Source: an optimization exercise on an open RTL-to-GDS flow (aim: small area, a short achievable clock period and few clock cycles per item). Production flows keep margins and buffers that such runs may drop.
Power is estimated from default activity; no workload was simulated.

Design ws_arith, start of the top module:
module ws_arith (
    input  wire        clk,
    input  wire        rst,
    input  wire        in_valid,
    output wire        in_ready,
    input  wire [1:0]  in_op,
    input  wire        in_w8,
    input  wire [31:0] in_a,
    input  wire [31:0] in_b,
    output wire        out_valid,
    input  wire        out_ready,
    output wire [31:0] out_data
);
For scale: ~180 flip-flops, roughly 110 I/O pins, ~14000 um2 of cells after synthesis.
make LEC_CHECK=0 ABC_AREA=1 CAP_MARGIN=20 CORE_MARGIN=2 CORE_UTILIZATION=55 SLEW_MARGIN=20 finish   # period 17.0 ns
run.sh (not shown) runs the stock make flow with config.mk's settings and CLKGATE_MAP_FILE= SYNTH_SCRIPT=/design/flow/synth_recipe.tcl, a recipe that flattens the netlist after the stock synthesis.
Rerun with:
--- a/flow/design.v
+++ b/flow/design.v
@@ -44,45 +44,46 @@
     reg        dinv;     
     reg        aen;      
     reg        rdy;      
     reg        g1, g2, st;   
     reg        ov;
     reg [31:0] od;
     reg        oc;
     reg        qv;
     reg [31:0] oq;
     assign out_valid = qv;
     assign out_data  = oq;
     wire [31:0] lx = in_a;
-    wire        l_scl = (in_op == OP_SCALE);
+    wire [31:0] ly = (in_op == OP_SCALE) ? (in_w8 ? F127 : F32767) : in_b;
     wire [7:0]  lxe = lx[30:23];
-    wire [7:0]  lbe = in_b[30:23];
+    wire [7:0]  lye = ly[30:23];
     wire lx_nan  = (lxe == 8'hFF) && (lx[22:0] != 23'd0);
-    wire ly_nan  = !l_scl && (lbe == 8'hFF) && (in_b[22:0] != 23'd0);
+    wire ly_nan  = (lye == 8'hFF) && (ly[22:0] != 23'd0);
     wire lx_inf  = (lx[30:0] == 31'h7F800000);
-    wire ly_inf  = !l_scl && (in_b[30:0] == 31'h7F800000);
+    wire ly_inf  = (ly[30:0] == 31'h7F800000);
     wire lx_zero = (lx[30:0] == 31'd0);
-    wire ly_zero = !l_scl && (in_b[30:0] == 31'd0);
+    wire ly_zero = (ly[30:0] == 31'd0);
     wire [15:0] lk = in_w8 ? {{8{in_a[7]}}, in_a[7:0]} : in_a[15:0];
     wire lk_zero = (lk == 16'd0);
     wire l_div  = !in_op[1];
     wire l_dec  = (in_op == OP_DEC);
     wire [23:0] lxm = (lxe != 8'd0) ? {1'b1, lx[22:0]} : {lx[22:0], 1'b0};
-    wire [23:0] lbm = (lbe != 8'd0) ? {1'b1, in_b[22:0]} : {in_b[22:0], 1'b0};
-    wire [23:0] lym = l_scl ? (in_w8 ? 24'hFE0000 : 24'hFFFE00) : lbm;
+    wire [23:0] lym = (lye != 8'd0) ? {1'b1, ly[22:0]} : {ly[22:0], 1'b0};
+    wire [7:0] lbe  = in_b[30:23];
     wire signed [9:0] lw_enc = $signed({2'b00, lxe}) - $signed({2'b00, lbe}) + 10'sd127;
     wire signed [9:0] lw_scl = $signed({2'b00, lxe}) - (in_w8 ? 10'sd6 : 10'sd14);
     wire signed [9:0] lw_ld  = (in_op == OP_SCALE) ? lw_scl :
                                (in_op == OP_ENC)   ? lw_enc : $signed({2'b00, lbe});
-    wire l_sgn = (l_dec ? lk[15] : lx[31]) ^ (in_b[31] && !l_scl);
+    wire l_sgn = l_dec ? (lk[15] ^ ly[31]) : (lx[31] ^ ly[31]);
+    wire l_ezero = (in_op == OP_ENC) && (lbe != 8'd0) && ({1'b0, lbe} >= {1'b0, lxe} + 9'd3);
     wire u_div = !u_op[1];
     wire u_enc = (u_op == OP_ENC);
     wire u_dec = (u_op == OP_DEC);
     wire sp_nan = u_dec ? (fy_nan || (fy_inf && fk_zero))
                         : (fx_nan || fy_nan || (fx_inf && fy_inf) || (fx_zero && fy_zero));
     wire sp_inf = u_dec ? fy_inf : (fx_inf || fy_zero);
     wire sp_any = (u_op == 2'd3) ||
                   (u_dec ? (fy_nan || fy_inf || fk_zero || fy_zero)
                          : (fx_nan || fy_nan || fx_inf || fy_inf || fx_zero || fy_zero));
     wire [23:0] addend = D & {24{aen}};
     wire [25:0] sum    = {1'b0, R} + {1'b0, dinv, addend} + {25'd0, dinv};
     wire        qb     = sum[25];                        
@@ -194,25 +195,25 @@
     wire done  = fin && !stall;
     reg    irdy;
     assign in_ready = irdy;
     wire   load     = in_valid && in_ready;
     wire ov_n = !rst && (done || (ov && !xfer));
     wire qv_n = !rst && (xfer || (qv && !out_ready));
     reg  rdy_n;
     always @* begin
         rdy_n = rdy;
         if (rst)
             rdy_n = 1'b1;
         else if (load)
-            rdy_n = (in_op == 2'd3) || ((in_op == OP_ENC) && lx_zero) ||
+            rdy_n = (in_op == 2'd3) || ((in_op == OP_ENC) && (lx_zero || l_ezero)) ||
                     (l_dec && (lk_zero || (lym[23] && lk_done)));
         else if (done)
             rdy_n = 1'b1;
         else if (!stall) begin
             case (us)
                 U_PRE:   rdy_n = (u_op == OP_DEC) && (D[22] ^ dinv) && k_done && !w_dn[9];
                 U_IT:    rdy_n = (u_op == OP_DEC) ? (k_done_nx && !w_up[9])
                                                   : u_enc ? e_chk : s_done;
                 default: ;
             endcase
         end
     end
What happened: Final area goes up by 0.61%; critical path depth goes up by 5; combinational power goes down by 41%; via count barely changes; non-clock buffer count goes down by 1; die area goes up by 1.5%; sequential share of layout area goes down by 0.20 points.
No functional check of the RTL was part of any run of this note.

## re-timing with driven ports
In the flow no input, the clock included, has a driving cell. The finished layouts below were timed again as built, in two steps.
Step 1: set_driving_cell puts a clkbuf_16 on clk and a buf_2 on each other input, an assumption about the parent block.
Step 2, shift: input delay + t, output delay - t, t = (earliest + latest rising clock arrival at the registers) / 2. This alone moves slack from input paths to output paths.
Three values: ideal ports, drivers, drivers and shift; two values: the first two.
| run | t (ns) | slack for setup (ns) | clock arrival spread, ns |
|---|---|---|---|
| the first run | 0.488 | 11.042 / 11.073 / 10.585 | 0.013 / 0.013 |
| the second run | 0.497 | 10.846 / 10.879 / 10.381 | 0.015 / 0.015 |
After both steps setup and hold are still met in every run listed. For the second run, which loses most, drivers alone change the setup slack by +0.033 ns; drivers and shift together by -0.465 ns.
